Background: an optimization exercise with open tools, aiming at small area, a short achievable clock period and few clock cycles per item. Do not read the settings as production practice. At most, simulation tests tie the RTL to the original design; equivalence was not proved. Power is estimated from default activity; no workload was simulated.

==> inputs of v32 <==
==> flow/design.v <==
module hdrs_enc (
    input  wire        clk,
    input  wire        rst,
    input  wire        cmd_valid,
    output wire        cmd_ready,
    input  wire        cmd_op,         
    input  wire        cmd_crc_init,   
    input  wire [4:0]  cmd_nsym,
    input  wire [2:0]  cmd_t4,
    input  wire [6:0]  cmd_t8,
    input  wire        sym_valid,
    output wire        sym_ready,
    input  wire [31:0] sym_data,
    output wire        out_valid,
    input  wire        out_ready,
    output wire [7:0]  out_data,
    output wire        done,
    output wire        done_err,
    output wire [4:0]  done_count,
    output wire [6:0]  done_bytes,
    output wire [31:0] done_crc
);
    localparam OP_REF = 1'b0;
    localparam OP_ENC = 1'b1;
    localparam EP_CRC = 2'd0;    
    localparam EP_BM  = 2'd1;    
    localparam EP_FLD = 2'd2;    
    localparam C_T4  = 2'd0;
    localparam C_T8  = 2'd1;
    localparam C_T32 = 2'd2;
    localparam C_UNC = 2'd3;
    function [31:0] crc_update;
        input [31:0] st;
        input [7:0]  b;
        integer k;
        reg [31:0] c;
        begin
            c = st ^ {24'd0, b};
            for (k = 0; k < 8; k = k + 1)
                c = c[0] ? ((c >> 1) ^ 32'hEDB88320) : (c >> 1);
            crc_update = c;
        end
    endfunction
    reg        p_v, p_op, p_ci;
    reg [4:0]  p_n;
    reg [2:0]  p_t4;
    reg [6:0]  p_t8;
    reg [31:0] s0, s1;
    reg        s_one, s_two;      
    reg        l_v, l_op, l_ci, l_err;
    reg [4:0]  l_n, l_s, l_cnt;
    reg        l_last;
    reg [2:0]  l_t4;
    reg [6:0]  l_t8;
    reg [15:0] l_bm;
    reg [41:0] ring [0:15];
    reg        e_v, e_op, e_err, e_lk, e_last;
    reg [1:0]  e_ph;
    reg [4:0]  e_n, e_i, e_cnt;
    reg [15:0] e_bm;
    reg [9:0]  e_bits;
    reg [47:0] acc;
    reg [5:0]  acnt;
    reg        ov;
    reg [31:0] crc;
    reg        d_v, d_err, d_fire;
    reg [4:0]  d_cnt;
    reg [6:0]  d_bytes;
    reg [2:0]  d_left;
    wire [41:0] head  = ring[0];
    wire [31:0] hv    = head[31:0];
    wire [7:0]  hd    = head[39:32];
    wire [1:0]  hcode = head[41:40];
    wire [8:0]  dl8   = {1'b0, s0[7:0]} - {1'b0, hv[7:0]};
    wire [7:0]  d8    = dl8[7:0];
    wire        b8    = dl8[8];
    wire [24:0] s_hi  = {s0[31], s0[31:8]};
    wire [24:0] v_hi  = {hv[31], hv[31:8]};
    wire        hi_eq = (s_hi == v_hi);
    wire        hi_p1 = (s_hi == v_hi + 25'd1);
    wire        hi_m1 = (s_hi == v_hi - 25'd1);
    wire        dh_0  = b8 ? hi_p1 : hi_eq;     
    wire        dh_m1 = b8 ? hi_eq : hi_m1;     
    wire        fit8  = d8[7] ? dh_m1 : dh_0;   
    wire signed [8:0] d8s = {d8[7], d8};
    wire l_t0  = fit8 && (d8s >= -$signed({6'd0, l_t4})) && (d8s <= $signed({6'd0, l_t4}));
    wire l_t1  = fit8 && (d8s >= -$signed({2'd0, l_t8})) && (d8s <= $signed({2'd0, l_t8}));
    wire l_chg = (s0 != hv);
    wire [1:0] l_code = !l_chg ? C_UNC : l_t0 ? C_T4 : l_t1 ? C_T8 : C_T32;
    reg [33:0] fld;
    reg [5:0]  fw;
    always @(*) begin
        fld = 34'd0;
        fw  = 6'd0;
        if (e_ph == EP_BM) begin
            fld = {e_bm, 18'd0};
            fw  = (e_n > 5'd8) ? 6'd16 : 6'd8;
        end else if (e_op == OP_REF) begin
            fld = {hv, 2'b00};
            fw  = 6'd32;
        end else begin
            case (hcode)
                C_T4:  begin fld = {2'b00, hd[3:0], 28'd0}; fw = 6'd6;  end
                C_T8:  begin fld = {2'b01, hd, 24'd0};      fw = 6'd10; end
                C_T32: begin fld = {2'b10, hv};             fw = 6'd34; end
                default: begin fld = 34'd0;                 fw = 6'd0;  end
            endcase
        end
    end
    reg        room;
    always @(*) begin
        if (e_ph == EP_BM)
            room = (e_n > 5'd8) ? (acnt <= 6'd32) : (acnt <= 6'd40);
        else if (e_op == OP_REF)
            room = (acnt <= 6'd16);
        else case (hcode)
            C_T4:    room = (acnt <= 6'd42);
            C_T8:    room = (acnt <= 6'd38);
            C_T32:   room = (acnt <= 6'd14);
            default: room = 1'b1;
        endcase
    end
    wire       d_free   = !d_v || d_fire;
    wire       e_fld    = e_v && !e_err && (e_ph == EP_FLD);
    wire       e_can    = room && (!e_last || d_free);
    wire       l_go     = l_v && !l_err;
    wire       cand     = e_fld && (e_i == 5'd0) && l_go && (l_s == 5'd0) && (l_n >= e_n);
    wire       tog      = e_fld && (e_lk || cand);
    wire   l_step   = s_one && l_go && (tog ? e_can : !e_v);
    wire   e_fstep  = e_fld && e_can && (tog ? s_one : 1'b1);
    wire   e_bstep  = e_v && !e_err && (e_ph == EP_BM) && room;
    wire   e_app    = e_fstep || e_bstep;
    wire   e_done   = e_fstep && e_last;
    wire   e_edone  = e_v && e_err && d_free;
    wire   l_done   = l_v && (l_err ? !e_v : (l_step && l_last));
    wire   shift    = l_step || e_fstep;
    assign out_valid = ov;
    assign out_data  = acc[47:40];
    wire   out_fire  = ov && out_ready;
    wire [47:0] acc_a  = e_app ? (acc | ({fld, 14'd0} >> acnt)) : acc;
    wire [5:0]  c_app  = acnt + fw;
    wire [5:0]  c_end  = (c_app + 6'd7) & 6'b111000;
    wire [5:0]  cnt_a  = e_done ? c_end : e_app ? c_app : acnt;
    wire [5:0]  cnt_n  = {cnt_a[5:3] - {2'd0, out_fire}, cnt_a[2:0]};
    wire [2:0]  end_left = c_end[5:3] - {2'd0, out_fire};
    wire [9:0]  bits_n = e_bits + {4'd0, fw};
    wire [9:0]  bits_r = bits_n + 10'd7;
    assign cmd_ready = !p_v;
    wire cmd_fire = cmd_valid && !p_v;
    wire p_take   = p_v && (!l_v || l_done);
    assign sym_ready = !s_two;
    wire sym_fire = sym_valid && !s_two;
    assign done       = d_fire;
    assign done_err   = d_err;
    assign done_count = d_cnt;
    assign done_bytes = d_bytes;
    assign done_crc   = ~crc;
    integer i;
    wire [4:0]  ins_n = (l_go && (tog || !e_v)) ? l_n : e_n;
    wire [3:0]  ins   = ins_n[3:0] - 4'd1;
    wire [41:0] tail  = l_step ? {l_code, d8, s0} : head;
    always @(posedge clk) begin
        if (shift) begin
            for (i = 0; i < 15; i = i + 1)
                ring[i] <= (ins == i) ? tail : ring[i + 1];
            ring[15] <= tail;
        end
    end
    always @(posedge clk) begin
        if (sym_fire && (!s_one || l_step))
            s0 <= sym_data;
        else if (l_step)
            s0 <= s1;
        if (sym_fire)
            s1 <= sym_data;
    end
    always @(posedge clk) begin
        if (rst) begin
            p_v    <= 1'b0;
            s_one  <= 1'b0;
            s_two  <= 1'b0;
            l_v    <= 1'b0;
            e_v    <= 1'b0;
            e_lk   <= 1'b0;
            d_v    <= 1'b0;
            d_fire <= 1'b0;
            acc    <= 48'd0;
            acnt   <= 6'd0;
            ov     <= 1'b0;
            crc    <= 32'hFFFFFFFF;
        end else begin
            if (cmd_fire) begin
                p_v  <= 1'b1;
                p_op <= cmd_op;
                p_ci <= cmd_crc_init;
                p_n  <= cmd_nsym;
                p_t4 <= cmd_t4;
                p_t8 <= cmd_t8;
            end else if (p_take) begin
                p_v <= 1'b0;
            end
            if (sym_fire && !l_step) begin
                s_one <= 1'b1;
                s_two <= s_one;
            end else if (l_step && !sym_fire) begin
                s_one <= s_two;
                s_two <= 1'b0;
            end
            if (l_step) begin
                l_s <= l_s + 5'd1;
                l_last <= (l_s + 5'd2 == l_n);
                if (l_op == OP_ENC) begin
                    l_bm[~l_s[3:0]] <= l_chg;
                    if (l_chg)
                        l_cnt <= l_cnt + 5'd1;
                end
            end
            if (l_done || !l_v) begin
                l_v   <= p_v;
                l_op  <= p_op;
                l_ci  <= p_ci;
                l_n   <= p_n;
                l_t4  <= p_t4;
                l_t8  <= p_t8;
                l_err <= (p_n == 5'd0) || (p_n > 5'd16);
                l_s   <= 5'd0;
                l_last <= (p_n == 5'd1);
                l_cnt <= 5'd0;
                l_bm  <= 16'd0;
            end
            if (e_app)
                e_bits <= bits_n;
            if (e_fstep) begin
                e_i <= e_i + 5'd1;
                e_last <= (e_i + 5'd2 == e_n);
                if (tog)
                    e_lk <= 1'b1;
            end
            if (e_bstep)
                e_ph <= EP_FLD;
            if (e_v && !e_err && e_ph == EP_CRC && acnt == 6'd0) begin
                crc  <= 32'hFFFFFFFF;
                e_ph <= (e_op == OP_ENC) ? EP_BM : EP_FLD;
            end
            if (e_done || e_edone) begin
                e_v  <= 1'b0;
                e_lk <= 1'b0;
            end
            if (l_done) begin
                e_v    <= 1'b1;
                e_lk   <= 1'b0;
                e_op   <= l_op;
                e_err  <= l_err;
                e_n    <= l_n;
                e_i    <= 5'd0;
                e_last <= (l_n == 5'd1);
                e_bits <= 10'd0;
                e_cnt  <= (l_op == OP_ENC) ? l_cnt + {4'd0, l_step && l_chg} : 5'd0;
                e_bm   <= l_bm;
                if (l_step && l_op == OP_ENC)
                    e_bm[~l_s[3:0]] <= l_chg;
                e_ph   <= l_ci ? EP_CRC : (l_op == OP_ENC) ? EP_BM : EP_FLD;
            end
            acc  <= out_fire ? {acc_a[39:0], 8'd0} : acc_a;
            acnt <= cnt_n;
            ov   <= (cnt_n >= 6'd8);
            if (out_fire)
                crc <= crc_update(crc, acc[47:40]);
            if (e_done || e_edone) begin
                d_v     <= 1'b1;
                d_err   <= e_err;
                d_cnt   <= e_err ? 5'd0 : e_cnt;
                d_bytes <= e_err ? 7'd0 : bits_r[9:3];
                d_left  <= e_err ? 3'd0 : end_left;
                d_fire  <= e_err || (end_left == 3'd0);
            end else if (d_fire) begin
                d_v    <= 1'b0;
                d_fire <= 1'b0;
            end else if (out_fire && d_v) begin
                d_left <= d_left - 3'd1;
                d_fire <= (d_left == 3'd1);
            end
        end
    end
endmodule
==> flow/run.sh <==
#!/bin/bash
# synth_recipe.tcl (not shown) runs the flow's synth.tcl, then flattens the netlist and writes it again
# the make line also repeats each setting of config.mk as NAME=value (left out here)
make -C /OpenROAD-flow-scripts/flow DESIGN_CONFIG=/design/flow/config.mk WORK_HOME=/design/flow/orfs CLKGATE_MAP_FILE= SYNTH_SCRIPT=/design/flow/synth_recipe.tcl finish
==> flow/config.mk <==
export PLATFORM = sky130hd
export DESIGN_NAME = hdrs_enc
export DESIGN_NICKNAME = hdrs_enc
export VERILOG_FILES = /design/flow/design.v
export SDC_FILE = /design/flow/constraint.sdc
export NUM_CORES = 4
export LEC_CHECK = 0
export ABC_CLOCK_PERIOD_IN_PS = 4500
export CAP_MARGIN = 20
export CORE_MARGIN = 2
export CORE_UTILIZATION = 40
export PLACE_DENSITY = 0.6
export SETUP_SLACK_MARGIN = 4.5
export SLEW_MARGIN = 20
export TNS_END_PERCENT = 20
==> flow/constraint.sdc <==
create_clock -name core_clock -period 9.0 [get_ports {clk}]
set_input_delay 1.8000 -clock core_clock [delete_from_list [all_inputs] [get_ports {clk}]]
set_output_delay 1.8000 -clock core_clock [all_outputs]
set_load 0.01 [all_outputs]
==> inputs of v18, as changes to v32 <==
--- a/flow/design.v
+++ b/flow/design.v
@@ -47,7 +47,4 @@
     reg [6:0]  p_t8;
-    reg [31:0] s0, s1;
-    reg        s_one, s_two;      
     reg        l_v, l_op, l_ci, l_err;
     reg [4:0]  l_n, l_s, l_cnt;
-    reg        l_last;
     reg [2:0]  l_t4;
@@ -56,3 +53,4 @@
     reg [41:0] ring [0:15];
-    reg        e_v, e_op, e_err, e_lk, e_last;
+    reg [4:0]  rn;
+    reg        e_v, e_op, e_err, e_lk;
     reg [1:0]  e_ph;
@@ -63,5 +61,4 @@
     reg [5:0]  acnt;
-    reg        ov;
     reg [31:0] crc;
-    reg        d_v, d_err, d_fire;
+    reg        d_v, d_err;
     reg [4:0]  d_cnt;
@@ -69,3 +66,4 @@
     reg [2:0]  d_left;
-    wire [41:0] head  = ring[0];
+    wire [3:0]  hidx  = 4'd0 - rn[3:0];
+    wire [41:0] head  = ring[hidx];
     wire [31:0] hv    = head[31:0];
@@ -73,17 +71,8 @@
     wire [1:0]  hcode = head[41:40];
-    wire [8:0]  dl8   = {1'b0, s0[7:0]} - {1'b0, hv[7:0]};
-    wire [7:0]  d8    = dl8[7:0];
-    wire        b8    = dl8[8];
-    wire [24:0] s_hi  = {s0[31], s0[31:8]};
-    wire [24:0] v_hi  = {hv[31], hv[31:8]};
-    wire        hi_eq = (s_hi == v_hi);
-    wire        hi_p1 = (s_hi == v_hi + 25'd1);
-    wire        hi_m1 = (s_hi == v_hi - 25'd1);
-    wire        dh_0  = b8 ? hi_p1 : hi_eq;     
-    wire        dh_m1 = b8 ? hi_eq : hi_m1;     
-    wire        fit8  = d8[7] ? dh_m1 : dh_0;   
-    wire signed [8:0] d8s = {d8[7], d8};
-    wire l_t0  = fit8 && (d8s >= -$signed({6'd0, l_t4})) && (d8s <= $signed({6'd0, l_t4}));
-    wire l_t1  = fit8 && (d8s >= -$signed({2'd0, l_t8})) && (d8s <= $signed({2'd0, l_t8}));
-    wire l_chg = (s0 != hv);
+    wire signed [32:0] ld = $signed({sym_data[31], sym_data}) - $signed({hv[31], hv});
+    wire signed [32:0] t4p = $signed({30'd0, l_t4});
+    wire signed [32:0] t8p = $signed({26'd0, l_t8});
+    wire l_t0  = (ld >= -t4p) && (ld <= t4p);
+    wire l_t1  = (ld >= -t8p) && (ld <= t8p);
+    wire l_chg = (sym_data != hv);
     wire [1:0] l_code = !l_chg ? C_UNC : l_t0 ? C_T4 : l_t1 ? C_T8 : C_T32;
@@ -109,16 +98,5 @@
     end
-    reg        room;
-    always @(*) begin
-        if (e_ph == EP_BM)
-            room = (e_n > 5'd8) ? (acnt <= 6'd32) : (acnt <= 6'd40);
-        else if (e_op == OP_REF)
-            room = (acnt <= 6'd16);
-        else case (hcode)
-            C_T4:    room = (acnt <= 6'd42);
-            C_T8:    room = (acnt <= 6'd38);
-            C_T32:   room = (acnt <= 6'd14);
-            default: room = 1'b1;
-        endcase
-    end
-    wire       d_free   = !d_v || d_fire;
+    wire       room     = ({1'b0, acnt} + {1'b0, fw}) <= 7'd48;
+    wire       d_free   = !d_v || (d_left == 3'd0);
+    wire       e_last   = (e_i == e_n - 5'd1);
     wire       e_fld    = e_v && !e_err && (e_ph == EP_FLD);
@@ -128,4 +106,5 @@
     wire       tog      = e_fld && (e_lk || cand);
-    wire   l_step   = s_one && l_go && (tog ? e_can : !e_v);
-    wire   e_fstep  = e_fld && e_can && (tog ? s_one : 1'b1);
+    assign sym_ready = l_go && (tog ? e_can : !e_v);
+    wire   l_step   = sym_ready && sym_valid;
+    wire   e_fstep  = e_fld && e_can && (tog ? sym_valid : 1'b1);
     wire   e_bstep  = e_v && !e_err && (e_ph == EP_BM) && room;
@@ -134,13 +113,13 @@
     wire   e_edone  = e_v && e_err && d_free;
+    wire   e_free   = !e_v || e_done || e_edone;
+    wire   l_last   = (l_s == l_n - 5'd1);
     wire   l_done   = l_v && (l_err ? !e_v : (l_step && l_last));
     wire   shift    = l_step || e_fstep;
-    assign out_valid = ov;
+    assign out_valid = (acnt >= 6'd8);
     assign out_data  = acc[47:40];
-    wire   out_fire  = ov && out_ready;
+    wire   out_fire  = out_valid && out_ready;
     wire [47:0] acc_a  = e_app ? (acc | ({fld, 14'd0} >> acnt)) : acc;
-    wire [5:0]  c_app  = acnt + fw;
-    wire [5:0]  c_end  = (c_app + 6'd7) & 6'b111000;
-    wire [5:0]  cnt_a  = e_done ? c_end : e_app ? c_app : acnt;
-    wire [5:0]  cnt_n  = {cnt_a[5:3] - {2'd0, out_fire}, cnt_a[2:0]};
-    wire [2:0]  end_left = c_end[5:3] - {2'd0, out_fire};
+    wire [5:0]  cnt_s  = acnt + (e_app ? fw : 6'd0);
+    wire [5:0]  cnt_a  = e_done ? ((cnt_s + 6'd7) & 6'b111000) : cnt_s;
+    wire [5:0]  cnt_n  = out_fire ? cnt_a - 6'd8 : cnt_a;
     wire [9:0]  bits_n = e_bits + {4'd0, fw};
@@ -150,5 +129,3 @@
     wire p_take   = p_v && (!l_v || l_done);
-    assign sym_ready = !s_two;
-    wire sym_fire = sym_valid && !s_two;
-    assign done       = d_fire;
+    assign done       = d_v && (d_left == 3'd0);
     assign done_err   = d_err;
@@ -158,5 +135,2 @@
     integer i;
-    wire [4:0]  ins_n = (l_go && (tog || !e_v)) ? l_n : e_n;
-    wire [3:0]  ins   = ins_n[3:0] - 4'd1;
-    wire [41:0] tail  = l_step ? {l_code, d8, s0} : head;
     always @(posedge clk) begin
@@ -164,13 +138,5 @@
             for (i = 0; i < 15; i = i + 1)
-                ring[i] <= (ins == i) ? tail : ring[i + 1];
-            ring[15] <= tail;
-        end
-    end
-    always @(posedge clk) begin
-        if (sym_fire && (!s_one || l_step))
-            s0 <= sym_data;
-        else if (l_step)
-            s0 <= s1;
-        if (sym_fire)
-            s1 <= sym_data;
+                ring[i] <= ring[i + 1];
+            ring[15] <= l_step ? {l_code, ld[7:0], sym_data} : head;
+        end
     end
@@ -179,4 +145,2 @@
             p_v    <= 1'b0;
-            s_one  <= 1'b0;
-            s_two  <= 1'b0;
             l_v    <= 1'b0;
@@ -185,7 +149,6 @@
             d_v    <= 1'b0;
-            d_fire <= 1'b0;
             acc    <= 48'd0;
             acnt   <= 6'd0;
-            ov     <= 1'b0;
             crc    <= 32'hFFFFFFFF;
+            rn     <= 5'd16;
         end else begin
@@ -201,12 +164,4 @@
             end
-            if (sym_fire && !l_step) begin
-                s_one <= 1'b1;
-                s_two <= s_one;
-            end else if (l_step && !sym_fire) begin
-                s_one <= s_two;
-                s_two <= 1'b0;
-            end
             if (l_step) begin
                 l_s <= l_s + 5'd1;
-                l_last <= (l_s + 5'd2 == l_n);
                 if (l_op == OP_ENC) begin
@@ -226,3 +181,2 @@
                 l_s   <= 5'd0;
-                l_last <= (p_n == 5'd1);
                 l_cnt <= 5'd0;
@@ -230,2 +184,4 @@
             end
+            if (l_done && !l_err)
+                rn <= l_n;
             if (e_app)
@@ -234,3 +190,2 @@
                 e_i <= e_i + 5'd1;
-                e_last <= (e_i + 5'd2 == e_n);
                 if (tog)
@@ -255,3 +210,2 @@
                 e_i    <= 5'd0;
-                e_last <= (l_n == 5'd1);
                 e_bits <= 10'd0;
@@ -265,3 +219,2 @@
             acnt <= cnt_n;
-            ov   <= (cnt_n >= 6'd8);
             if (out_fire)
@@ -273,10 +226,7 @@
                 d_bytes <= e_err ? 7'd0 : bits_r[9:3];
-                d_left  <= e_err ? 3'd0 : end_left;
-                d_fire  <= e_err || (end_left == 3'd0);
-            end else if (d_fire) begin
-                d_v    <= 1'b0;
-                d_fire <= 1'b0;
+                d_left  <= e_err ? 3'd0 : cnt_n[5:3];
+            end else if (done) begin
+                d_v <= 1'b0;
             end else if (out_fire && d_v) begin
                 d_left <= d_left - 3'd1;
-                d_fire <= (d_left == 3'd1);
             end
ABC_CLOCK_PERIOD_IN_PS = default   (was 4500)
SETUP_SLACK_MARGIN = default   (was 4.5)
TNS_END_PERCENT = default   (was 20)
==> inputs of v14, as changes to v32 <==
--- a/flow/design.v
+++ b/flow/design.v
@@ -51,3 +51,2 @@
     reg [4:0]  l_n, l_s, l_cnt;
-    reg        l_last;
     reg [2:0]  l_t4;
@@ -56,3 +55,3 @@
     reg [41:0] ring [0:15];
-    reg        e_v, e_op, e_err, e_lk, e_last;
+    reg        e_v, e_op, e_err, e_lk;
     reg [1:0]  e_ph;
@@ -109,16 +108,5 @@
     end
-    reg        room;
-    always @(*) begin
-        if (e_ph == EP_BM)
-            room = (e_n > 5'd8) ? (acnt <= 6'd32) : (acnt <= 6'd40);
-        else if (e_op == OP_REF)
-            room = (acnt <= 6'd16);
-        else case (hcode)
-            C_T4:    room = (acnt <= 6'd42);
-            C_T8:    room = (acnt <= 6'd38);
-            C_T32:   room = (acnt <= 6'd14);
-            default: room = 1'b1;
-        endcase
-    end
+    wire       room     = ({1'b0, acnt} + {1'b0, fw}) <= 7'd48;
     wire       d_free   = !d_v || d_fire;
+    wire       e_last   = (e_i == e_n - 5'd1);
     wire       e_fld    = e_v && !e_err && (e_ph == EP_FLD);
@@ -134,2 +122,3 @@
     wire   e_edone  = e_v && e_err && d_free;
+    wire   l_last   = (l_s == l_n - 5'd1);
     wire   l_done   = l_v && (l_err ? !e_v : (l_step && l_last));
@@ -140,7 +129,5 @@
     wire [47:0] acc_a  = e_app ? (acc | ({fld, 14'd0} >> acnt)) : acc;
-    wire [5:0]  c_app  = acnt + fw;
-    wire [5:0]  c_end  = (c_app + 6'd7) & 6'b111000;
-    wire [5:0]  cnt_a  = e_done ? c_end : e_app ? c_app : acnt;
-    wire [5:0]  cnt_n  = {cnt_a[5:3] - {2'd0, out_fire}, cnt_a[2:0]};
-    wire [2:0]  end_left = c_end[5:3] - {2'd0, out_fire};
+    wire [5:0]  cnt_s  = acnt + (e_app ? fw : 6'd0);
+    wire [5:0]  cnt_a  = e_done ? ((cnt_s + 6'd7) & 6'b111000) : cnt_s;
+    wire [5:0]  cnt_n  = out_fire ? cnt_a - 6'd8 : cnt_a;
     wire [9:0]  bits_n = e_bits + {4'd0, fw};
@@ -210,3 +197,2 @@
                 l_s <= l_s + 5'd1;
-                l_last <= (l_s + 5'd2 == l_n);
                 if (l_op == OP_ENC) begin
@@ -226,3 +212,2 @@
                 l_s   <= 5'd0;
-                l_last <= (p_n == 5'd1);
                 l_cnt <= 5'd0;
@@ -234,3 +219,2 @@
                 e_i <= e_i + 5'd1;
-                e_last <= (e_i + 5'd2 == e_n);
                 if (tog)
@@ -255,3 +239,2 @@
                 e_i    <= 5'd0;
-                e_last <= (l_n == 5'd1);
                 e_bits <= 10'd0;
@@ -273,4 +256,4 @@
                 d_bytes <= e_err ? 7'd0 : bits_r[9:3];
-                d_left  <= e_err ? 3'd0 : end_left;
-                d_fire  <= e_err || (end_left == 3'd0);
+                d_left  <= e_err ? 3'd0 : cnt_n[5:3];
+                d_fire  <= e_err || (cnt_n[5:3] == 3'd0);
             end else if (d_fire) begin
ABC_CLOCK_PERIOD_IN_PS = 5000   (was 4500)
SETUP_SLACK_MARGIN = 4   (was 4.5)
==> qor summary <==
Crit Path Max Fanout: v14 4; v18 56; v32 51
Sequential cell area: v14 0.0276 mm^2; v18 0.0257 mm^2; v32 0.0277 mm^2
Setup fix buffers added after clock tree synthesis: v14 38; v18 0; v32 1
Largest net degree at the start of global routing: v14 128; v18 94; v32 126
Cell area after placement: v14 0.0494 mm^2; v18 0.0474 mm^2; v32 0.0495 mm^2
Grt met2 use: v14 31.6%; v18 38.5%; v32 30.6%
Routed length on met3: v14 5840 um; v18 13400 um; v32 5890 um
Synth Area in Compound Gates: v14 13.7%; v18 16.1%; v32 12.9%
Peak ir drop on the vdd network: v14 140 uV; v18 227 uV; v32 149 uV
Total standard cell area after synthesis: v14 0.0469 mm^2; v18 0.0443 mm^2; v32 0.0471 mm^2
Placement-stage worst setup slack: v14 1.95 ns; v18 1.04 ns; v32 3.62 ns
Routing usage on met3: v14 2.68%; v18 4.51%; v32 2.36%
Floorplan die area: v14 0.120 mm^2; v18 0.113 mm^2; v32 0.121 mm^2
FILL cells: v14 10700; v18 10100; v32 10700
Core region area: v14 0.116 mm^2; v18 0.110 mm^2; v32 0.117 mm^2
Critical path depth in cells: v14 31; v18 17; v32 13
Status: v14 timing/DRC/antenna clean; v18 timing/DRC/antenna clean; v32 timing/DRC/antenna clean
Testbench counts of v18, summed over its fixed seeds: cycles 14,036, symbols 9,235.
Function not checked in v32 and v14: the RTL went through the layout flow alone.

==> re-timing with driven ports <==
In the flow no input, the clock included, has a driving cell. The finished layouts below were timed again as built, in two steps. Step 1 (the two cells are an assumption about what drives the block):
set clk [get_ports {clk}]
set_driving_cell -lib_cell sky130_fd_sc_hd__clkbuf_16 $clk
set_driving_cell -lib_cell sky130_fd_sc_hd__buf_2 [delete_from_list [all_inputs] $clk]
Step 2 moves the port delays by t, midway between the first and last clock arrival at a register: inputs arrive t later, outputs are due t later. That takes back most of the time a late clock gives input paths. Slacks: ideal / step 1 / step 2; pairs: ideal / step 1.
run | t (ns) | setup WS [ns] | worst setup path after step 2 | latest minus earliest clock arrival (ns) | pins driven straight from the clock port
v32 | 0.754 | 4.623 / 4.623 / 4.572 | input to register | 0.029 / 0.029 | 1
v18 | 0.768 | 0.728 / 0.654 / 0.844 | register to register | 0.057 / 0.057 | 1
v14 | 0.759 | 3.059 / 3.059 / 3.059 | register to register | 0.036 / 0.036 | 1
After both steps every run listed still meets setup and hold. The setup slack of v32, which loses most, moves by 0.000 ns with the drivers and by -0.051 ns with both steps.
